What follows belongs to an exercise in optimizing a design on an open flow for small area, a short achievable clock period and few clock cycles per item; a production flow would make more cautious choices. In this exercise RTL edits were held to simulation tests only and were not proved equivalent to the original. Power figures rest on the tool's default switching activity, not on a simulated workload.

==> flow/design.v <==
module vesc_cmd_encoder (
    input  wire        clk,
    input  wire        rst,          
    input  wire        in_valid,
    output wire        in_ready,
    input  wire [2:0]  in_cmd,       
    input  wire [63:0] in_arg,       
    output reg         out_valid,
    input  wire        out_ready,
    output reg  [1:0]  out_status,   
    output reg  [3:0]  out_len,      
    output reg  [79:0] out_frame     
);
    reg v0, v1, xv;
    reg rdy;                               
    wire adv = ~xv;                        
    wire ld  = ~out_valid | out_ready;     
    assign in_ready = rdy;
    reg [2:0]  c0;
    reg [63:0] a0;
    reg        kA, kB, kC, kD, sv0;
    always @(posedge clk) begin
        if (adv) begin
            c0  <= in_cmd;
            a0  <= in_arg;
            kA  <= (in_cmd == 3'd0) | (in_cmd == 3'd1) | (in_cmd == 3'd5);    
            kB  <= (in_cmd == 3'd3) | (in_cmd == 3'd4) | (in_cmd == 3'd7);    
            kC  <= (in_cmd == 3'd2);                                          
            kD  <= (in_cmd == 3'd6);                                          
            sv0 <= (in_cmd == 3'd7);
        end
    end
    wire has_arg0 = c0[2] | c0[1];
    wire        s0      = a0[63];
    wire [10:0] e0      = a0[62:52];
    wire [51:0] f0      = a0[51:0];
    wire        enz0    = |e0;
    wire [52:0] m0      = {enz0, f0};
    wire [10:0] eeff0   = {e0[10:1], e0[0] | ~enz0};
    wire        nonfin0 = &e0;
    wire        fnz0    = |f0;
    wire        gt_one0 = e0[10] | ((e0 == 11'h3FF) & fnz0);
    wire        dom0    = kC ? gt_one0 :
                          sv0 ? (gt_one0 | (s0 & (enz0 | fnz0))) : 1'b0;
    wire [12:0] sh0    = (kA ? 13'd1055 : kB ? 13'd1045 : kC ? 13'd1038 : 13'd1035) - {2'b0, eeff0};
    wire        shneg0 = sh0[12];
    wire        zero0  = ~has_arg0 | (~sh0[12] & (sh0[11:0] > 12'd34));
    wire        dp = kA | (kB & (m0 >= 53'd4611686018427388)) |
                     (kC & (m0 >= 53'd5902958103587057)) |
                     (kD & (m0 >= 53'd4722366482869646));
    wire [69:0] mw = {17'd0, m0};
    wire [69:0] t1 = mw << 14;
    wire [69:0] t2 = ~((kB ? (mw << 9) : 70'd0) | (kC ? (mw << 12) : 70'd0) |
                       (kD ? (mw << 10) : 70'd0)) & {70{~kA}};
    wire [69:0] t3 = (kB ? (mw << 7) : 70'd0) | ((kC | kD) ? (mw << 8) : 70'd0);
    wire [69:0] t4 = kC ? ~(mw << 6) : kD ? (mw << 3) : 70'd0;
    wire [69:0] t5 = (kC ? (mw << 4) : 70'd0) | (kD ? mw : 70'd0);
    wire [69:0] t6 = kC ? (mw << 2) : 70'd0;
    reg  [69:0] th;
    integer j;
    always @(*) begin
        th = {56'd0, dp, ~dp, 12'd0};
        for (j = 33; j < 70; j = j + 1)
            th[j] = s0 ? (j - 33 >= sh0[5:0]) : (j - 33 == sh0[5:0]);
    end
    wire [69:0] ww = t1 + t2 + t3 + t4 + t5 + t6 + th + {68'd0, kC, ~kA};    
    wire [35:0] r0 = ww[69:34];
    reg [35:0] r1;
    reg [2:0]  c1;
    reg        s1, zero1, nonfin1, rng1;
    reg [5:0]  sh1;
    always @(posedge clk) begin
        if (adv) begin
            r1 <= r0; c1 <= c0; s1 <= s0; sh1 <= sh0[5:0];
            zero1 <= zero0; nonfin1 <= nonfin0 & has_arg0; rng1 <= has_arg0 & (dom0 | shneg0);
        end
    end
    wire        zq1   = zero1 | r1[35];
    wire [35:0] f     = r1 >> sh1;
    wire [31:0] q1    = zq1 ? 32'd0 : (f[31:0] ^ {32{s1}});
    wire        ovf1  = ~zq1 & (|f[35:31]);
    wire [1:0]  st1   = nonfin1 ? 2'd1 : (rng1 | ovf1) ? 2'd2 : 2'd0;
    reg [31:0] qx;
    reg [1:0]  stx;
    reg [2:0]  cx;
    always @(posedge clk) begin
        if (adv) begin
            qx <= q1; stx <= st1; cx <= c1;
        end
    end
    wire [31:0] q      = xv ? qx : q1;
    wire [1:0]  status = xv ? stx : st1;
    wire [2:0]  c3     = xv ? cx : c1;
    wire        ok     = (status == 2'd0);
    wire        has_arg3 = c3[2] | c3[1];
    wire        w2_3     = (c3 == 3'd7);
    wire        w4_3     = has_arg3 & ~w2_3;
    reg  [7:0]  cmd_id3;
    always @(*) begin
        case (c3)
            3'd0: cmd_id3 = 8'h00;
            3'd1: cmd_id3 = 8'h04;
            3'd2: cmd_id3 = 8'h05;
            3'd3: cmd_id3 = 8'h06;
            3'd4: cmd_id3 = 8'h07;
            3'd5: cmd_id3 = 8'h08;
            3'd6: cmd_id3 = 8'h09;
            default: cmd_id3 = 8'h0C;
        endcase
    end
    function [15:0] crc16_byte(input [15:0] crc_in, input [7:0] data);
        integer b;
        reg [15:0] cc;
        begin
            cc = crc_in ^ {data, 8'h00};
            for (b = 0; b < 8; b = b + 1)
                cc = cc[15] ? ((cc << 1) ^ 16'h1021) : (cc << 1);
            crc16_byte = cc;
        end
    endfunction
    function [15:0] crc_q(input [31:0] qq);
        crc_q = crc16_byte(crc16_byte(crc16_byte(crc16_byte(16'h0, qq[31:24]), qq[23:16]),
                                      qq[15:8]), qq[7:0]);
    endfunction
    reg [15:0] crc_c;
    always @(*) begin
        case (c3)
            3'd0:    crc_c = crc16_byte(16'h0, 8'h00);
            3'd1:    crc_c = crc16_byte(16'h0, 8'h04);
            3'd7:    crc_c = crc16_byte(crc16_byte(crc16_byte(16'h0, 8'h0C), 8'h00), 8'h00);
            default: crc_c = crc16_byte(crc16_byte(crc16_byte(crc16_byte(crc16_byte(16'h0,
                                 cmd_id3), 8'h00), 8'h00), 8'h00), 8'h00);
        endcase
    end
    wire [15:0] crc = crc_c ^ crc_q(q);
    reg [79:0] frame;
    reg [3:0]  flen;
    always @(*) begin
        frame = 80'd0;
        flen  = 4'd0;
        if (ok) begin
            if (w4_3) begin
                flen  = 4'd10;
                frame = {8'h02, 8'h05, cmd_id3, q, crc, 8'h03};
            end else if (w2_3) begin
                flen  = 4'd8;
                frame = {8'h02, 8'h03, 8'h0C, q[15:0], crc, 8'h03, 16'd0};
            end else begin
                flen  = 4'd6;
                frame = {8'h02, 8'h01, cmd_id3, crc, 8'h03, 32'd0};
            end
        end
    end
    wire src_v = xv | (v1 & adv);
    wire xv_n  = ~rst & ~ld & (xv | v1);
    always @(posedge clk) begin
        if (rst) begin
            v0 <= 1'b0; v1 <= 1'b0; out_valid <= 1'b0;
        end else begin
            if (adv) begin
                v0 <= in_valid;
                v1 <= v0;
            end
            out_valid <= ld ? src_v : 1'b1;
        end
        xv  <= xv_n;
        rdy <= ~xv_n;
    end
    always @(posedge clk) begin
        if (ld) begin
            out_status <= status;
            out_len    <= flen;
            out_frame  <= frame;
        end
    end
endmodule
Settings: LEC_CHECK=0, CAP_MARGIN=20, CORE_MARGIN=2, CORE_UTILIZATION=40, SETUP_SLACK_MARGIN=2, SLEW_MARGIN=20; clock period 36.0 ns.
run.sh (not shown) runs the stock make flow with config.mk's settings and CLKGATE_MAP_FILE= SYNTH_SCRIPT=/design/flow/synth_recipe.tcl, a recipe that flattens the netlist after the stock synthesis.
The first run went through all stages and came out clean.
Testbench counts at the start, summed over its fixed seeds: cycles 8,024, items 8,000.
Change:
--- a/flow/design.v
+++ b/flow/design.v
@@ -17,21 +17,19 @@
     wire ld  = ~out_valid | out_ready;     
     assign in_ready = rdy;
     reg [2:0]  c0;
     reg [63:0] a0;
-    reg        kA, kB, kC, kD, sv0;
     always @(posedge clk) begin
         if (adv) begin
-            c0  <= in_cmd;
-            a0  <= in_arg;
-            kA  <= (in_cmd == 3'd0) | (in_cmd == 3'd1) | (in_cmd == 3'd5);    
-            kB  <= (in_cmd == 3'd3) | (in_cmd == 3'd4) | (in_cmd == 3'd7);    
-            kC  <= (in_cmd == 3'd2);                                          
-            kD  <= (in_cmd == 3'd6);                                          
-            sv0 <= (in_cmd == 3'd7);
+            c0 <= in_cmd;
+            a0 <= in_arg;
         end
     end
     wire has_arg0 = c0[2] | c0[1];
+    wire kA = ~has_arg0 | (c0 == 3'd5);            
+    wire kB = (c0 == 3'd3) | (c0 == 3'd4) | (c0 == 3'd7);  
+    wire kC = (c0 == 3'd2);                        
+    wire kD = (c0 == 3'd6);                        
     wire        s0      = a0[63];
     wire [10:0] e0      = a0[62:52];
     wire [51:0] f0      = a0[51:0];
     wire        enz0    = |e0;
@@ -40,9 +38,9 @@
     wire        nonfin0 = &e0;
     wire        fnz0    = |f0;
     wire        gt_one0 = e0[10] | ((e0 == 11'h3FF) & fnz0);
     wire        dom0    = kC ? gt_one0 :
-                          sv0 ? (gt_one0 | (s0 & (enz0 | fnz0))) : 1'b0;
+                          (c0 == 3'd7) ? (gt_one0 | (s0 & (enz0 | fnz0))) : 1'b0;
     wire [12:0] sh0    = (kA ? 13'd1055 : kB ? 13'd1045 : kC ? 13'd1038 : 13'd1035) - {2'b0, eeff0};
     wire        shneg0 = sh0[12];
     wire        zero0  = ~has_arg0 | (~sh0[12] & (sh0[11:0] > 12'd34));
     wire        dp = kA | (kB & (m0 >= 53'd4611686018427388)) |
@@ -62,25 +60,34 @@
         th = {56'd0, dp, ~dp, 12'd0};
         for (j = 33; j < 70; j = j + 1)
             th[j] = s0 ? (j - 33 >= sh0[5:0]) : (j - 33 == sh0[5:0]);
     end
-    wire [69:0] ww = t1 + t2 + t3 + t4 + t5 + t6 + th + {68'd0, kC, ~kA};    
+    wire [69:0] sa = t1 ^ t2 ^ t3;
+    wire [69:0] ca = {((t1 & t2) | (t1 & t3) | (t2 & t3)), ~kA};
+    wire [69:0] sb = t4 ^ t5 ^ t6;
+    wire [69:0] cb = {((t4 & t5) | (t4 & t6) | (t5 & t6)), kC};
+    wire [69:0] sc = sa ^ ca ^ sb;
+    wire [69:0] cc = {((sa & ca) | (sa & sb) | (ca & sb)), 1'b0};
+    wire [69:0] sd = sc ^ cc ^ cb;
+    wire [69:0] cd = {((sc & cc) | (sc & cb) | (cc & cb)), 1'b0};
+    wire [69:0] se = sd ^ cd ^ th;
+    wire [69:0] ce = {((sd & cd) | (sd & th) | (cd & th)), 1'b0};
+    wire [69:0] ww = se + ce;                   
     wire [35:0] r0 = ww[69:34];
     reg [35:0] r1;
     reg [2:0]  c1;
-    reg        s1, zero1, nonfin1, rng1;
+    reg        s1, shneg1, zero1, nonfin1, dom1;
     reg [5:0]  sh1;
     always @(posedge clk) begin
         if (adv) begin
             r1 <= r0; c1 <= c0; s1 <= s0; sh1 <= sh0[5:0];
-            zero1 <= zero0; nonfin1 <= nonfin0 & has_arg0; rng1 <= has_arg0 & (dom0 | shneg0);
+            shneg1 <= shneg0; zero1 <= zero0; nonfin1 <= nonfin0 & has_arg0; dom1 <= dom0;
         end
     end
-    wire        zq1   = zero1 | r1[35];
-    wire [35:0] f     = r1 >> sh1;
-    wire [31:0] q1    = zq1 ? 32'd0 : (f[31:0] ^ {32{s1}});
-    wire        ovf1  = ~zq1 & (|f[35:31]);
-    wire [1:0]  st1   = nonfin1 ? 2'd1 : (rng1 | ovf1) ? 2'd2 : 2'd0;
+    wire [35:0] f     = $signed(r1) >>> sh1;
+    wire [31:0] q1    = zero1 ? 32'd0 : (f[31:0] ^ {32{s1}});
+    wire        werr1 = ~zero1 & (shneg1 | (~r1[35] & (|f[35:31])));
+    wire [1:0]  st1   = nonfin1 ? 2'd1 : ((c1[2] | c1[1]) & (dom1 | werr1)) ? 2'd2 : 2'd0;
     reg [31:0] qx;
     reg [1:0]  stx;
     reg [2:0]  cx;
     always @(posedge clk) begin
The new run went through all stages and came out clean.
Die area came out higher by a few percent.
Power went up by roughly a tenth.
Worst setup slack degrades by 0.83 ns.
Non-clock buffer count shrinks by 7.
Clock power hardly moves.
Synthesized cell count is higher by roughly a tenth.
Testbench counts after the change, summed over its fixed seeds: cycles 8,024, items 8,000.

========
## run a
// vesc_cmd_encoder: RTL as listed in full above, without the edits since
==> flow/config.mk <==
export PLATFORM = sky130hd
export DESIGN_NAME = vesc_cmd_encoder
export DESIGN_NICKNAME = vesc_cmd_encoder
export VERILOG_FILES = /design/flow/design.v
export SDC_FILE = /design/flow/constraint.sdc
export NUM_CORES = 4
export LEC_CHECK = 0
export CAP_MARGIN = 20
export CORE_MARGIN = 2
export CORE_UTILIZATION = 40
export SETUP_SLACK_MARGIN = 2
export SLEW_MARGIN = 20
==> flow/constraint.sdc <==
create_clock -name core_clock -period 36.0 [get_ports {clk}]
set_input_delay 7.2000 -clock core_clock [delete_from_list [all_inputs] [get_ports {clk}]]
set_output_delay 7.2000 -clock core_clock [all_outputs]
set_load 0.01 [all_outputs]
standard.sh (not shown) runs the stock make flow with config.mk's settings and CLKGATE_MAP_FILE= SYNTH_SCRIPT=/design/flow/synth_recipe.tcl, a recipe that flattens the netlist after the stock synthesis.
==> flow/flow/run.sh <==
#!/bin/bash
set -euo pipefail
bash standard.sh finish 'BUFFER_PORTS_ARGS=-buffer_cell sky130_fd_sc_hd__buf_2' > standard_finish.log 2>&1
Testbench counts of run a, summed over its fixed seeds: cycles 8,024, items 8,000.
Changes in run b relative to run a:
--- a/flow/design.v
+++ b/flow/design.v
@@ -16,34 +16,32 @@
     wire adv = ~xv;                        
     wire ld  = ~out_valid | out_ready;     
     assign in_ready = rdy;
     reg [2:0]  c0;
     reg [63:0] a0;
-    reg        kA, kB, kC, kD, sv0;
     always @(posedge clk) begin
         if (adv) begin
-            c0  <= in_cmd;
-            a0  <= in_arg;
-            kA  <= (in_cmd == 3'd0) | (in_cmd == 3'd1) | (in_cmd == 3'd5);    
-            kB  <= (in_cmd == 3'd3) | (in_cmd == 3'd4) | (in_cmd == 3'd7);    
-            kC  <= (in_cmd == 3'd2);                                          
-            kD  <= (in_cmd == 3'd6);                                          
-            sv0 <= (in_cmd == 3'd7);
+            c0 <= in_cmd;
+            a0 <= in_arg;
         end
     end
     wire has_arg0 = c0[2] | c0[1];
+    wire kA = ~has_arg0 | (c0 == 3'd5);            
+    wire kB = (c0 == 3'd3) | (c0 == 3'd4) | (c0 == 3'd7);  
+    wire kC = (c0 == 3'd2);                        
+    wire kD = (c0 == 3'd6);                        
     wire        s0      = a0[63];
     wire [10:0] e0      = a0[62:52];
     wire [51:0] f0      = a0[51:0];
     wire        enz0    = |e0;
     wire [52:0] m0      = {enz0, f0};
     wire [10:0] eeff0   = {e0[10:1], e0[0] | ~enz0};
     wire        nonfin0 = &e0;
     wire        fnz0    = |f0;
     wire        gt_one0 = e0[10] | ((e0 == 11'h3FF) & fnz0);
     wire        dom0    = kC ? gt_one0 :
-                          sv0 ? (gt_one0 | (s0 & (enz0 | fnz0))) : 1'b0;
+                          (c0 == 3'd7) ? (gt_one0 | (s0 & (enz0 | fnz0))) : 1'b0;
     wire [12:0] sh0    = (kA ? 13'd1055 : kB ? 13'd1045 : kC ? 13'd1038 : 13'd1035) - {2'b0, eeff0};
     wire        shneg0 = sh0[12];
     wire        zero0  = ~has_arg0 | (~sh0[12] & (sh0[11:0] > 12'd34));
     wire        dp = kA | (kB & (m0 >= 53'd4611686018427388)) |
                      (kC & (m0 >= 53'd5902958103587057)) |
@@ -61,27 +59,36 @@
     always @(*) begin
         th = {56'd0, dp, ~dp, 12'd0};
         for (j = 33; j < 70; j = j + 1)
             th[j] = s0 ? (j - 33 >= sh0[5:0]) : (j - 33 == sh0[5:0]);
     end
-    wire [69:0] ww = t1 + t2 + t3 + t4 + t5 + t6 + th + {68'd0, kC, ~kA};    
+    wire [69:0] sa = t1 ^ t2 ^ t3;
+    wire [69:0] ca = {((t1 & t2) | (t1 & t3) | (t2 & t3)), ~kA};
+    wire [69:0] sb = t4 ^ t5 ^ t6;
+    wire [69:0] cb = {((t4 & t5) | (t4 & t6) | (t5 & t6)), kC};
+    wire [69:0] sc = sa ^ ca ^ sb;
+    wire [69:0] cc = {((sa & ca) | (sa & sb) | (ca & sb)), 1'b0};
+    wire [69:0] sd = sc ^ cc ^ cb;
+    wire [69:0] cd = {((sc & cc) | (sc & cb) | (cc & cb)), 1'b0};
+    wire [69:0] se = sd ^ cd ^ th;
+    wire [69:0] ce = {((sd & cd) | (sd & th) | (cd & th)), 1'b0};
+    wire [69:0] ww = se + ce;                   
     wire [35:0] r0 = ww[69:34];
     reg [35:0] r1;
     reg [2:0]  c1;
-    reg        s1, zero1, nonfin1, rng1;
+    reg        s1, shneg1, zero1, nonfin1, dom1;
     reg [5:0]  sh1;
     always @(posedge clk) begin
         if (adv) begin
             r1 <= r0; c1 <= c0; s1 <= s0; sh1 <= sh0[5:0];
-            zero1 <= zero0; nonfin1 <= nonfin0 & has_arg0; rng1 <= has_arg0 & (dom0 | shneg0);
+            shneg1 <= shneg0; zero1 <= zero0; nonfin1 <= nonfin0 & has_arg0; dom1 <= dom0;
         end
     end
-    wire        zq1   = zero1 | r1[35];
-    wire [35:0] f     = r1 >> sh1;
-    wire [31:0] q1    = zq1 ? 32'd0 : (f[31:0] ^ {32{s1}});
-    wire        ovf1  = ~zq1 & (|f[35:31]);
-    wire [1:0]  st1   = nonfin1 ? 2'd1 : (rng1 | ovf1) ? 2'd2 : 2'd0;
+    wire [35:0] f     = $signed(r1) >>> sh1;
+    wire [31:0] q1    = zero1 ? 32'd0 : (f[31:0] ^ {32{s1}});
+    wire        werr1 = ~zero1 & (shneg1 | (~r1[35] & (|f[35:31])));
+    wire [1:0]  st1   = nonfin1 ? 2'd1 : ((c1[2] | c1[1]) & (dom1 | werr1)) ? 2'd2 : 2'd0;
     reg [31:0] qx;
     reg [1:0]  stx;
     reg [2:0]  cx;
     always @(posedge clk) begin
         if (adv) begin
[summary]
Run b does worse than run a on net switching power of the design.
Total power density per cell area sits higher in run b than in run a.
In run b, design area is higher than in run a.
Setup WNS run a -> run b: worse
Relative to run a, routed wire length has increased by about 2% in run b.
Compared with run a, run b shows a lower layout buffering overhead excluding clock cells.
Comparing core utilization for run a and run b, the bigger number came from run a.
Compared to run a, run b has total number of sequential cells 1.8% lower.
Between run b and run a, it is run b whose sequential share of layout area is lower, by 1.3 points.
Looking at hold slack, run b sits 0.032 ns above run a.
Run b reports a lower portion of total power attributed to the clock network than run a does.
Higher multiplexer share of the synthesized area among run a and run b: run a
Diff run a -> run b: area overhead of the layout relative to synthesis now sits lower, maximum clock skew at final layout now sits lower.
Testbench counts of run b, summed over its fixed seeds: cycles 8,024, items 8,000.

==> re-timing with driven ports <==
The results above use ideal ports. As a check the final layouts listed here were re-extracted and re-timed, cells and wires unchanged. Step 1 assumes that a clkbuf_16 drives the clock port and a buf_2 every other input. Step 2 times the ports against the registers' clock, not the clock port: input delays grow and output delays shrink by t, the midpoint of the rising clock arrivals with the driver on. Three values: ideal, step 1, step 2; two values: the first two.
run | t (ns) | setup WS [ns] | worst setup path after step 2
the first run of note 1 | 0.644 | 27.082 / 27.082 / 27.082 | register to register
the second run of note 1 | 0.635 | 26.253 / 26.253 / 26.253 | register to register
run a | 0.658 | 27.091 / 27.091 / 27.091 | register to register
run b | 0.644 | 26.344 / 26.344 / 26.344 | register to register
After both steps every run listed still meets setup and hold.
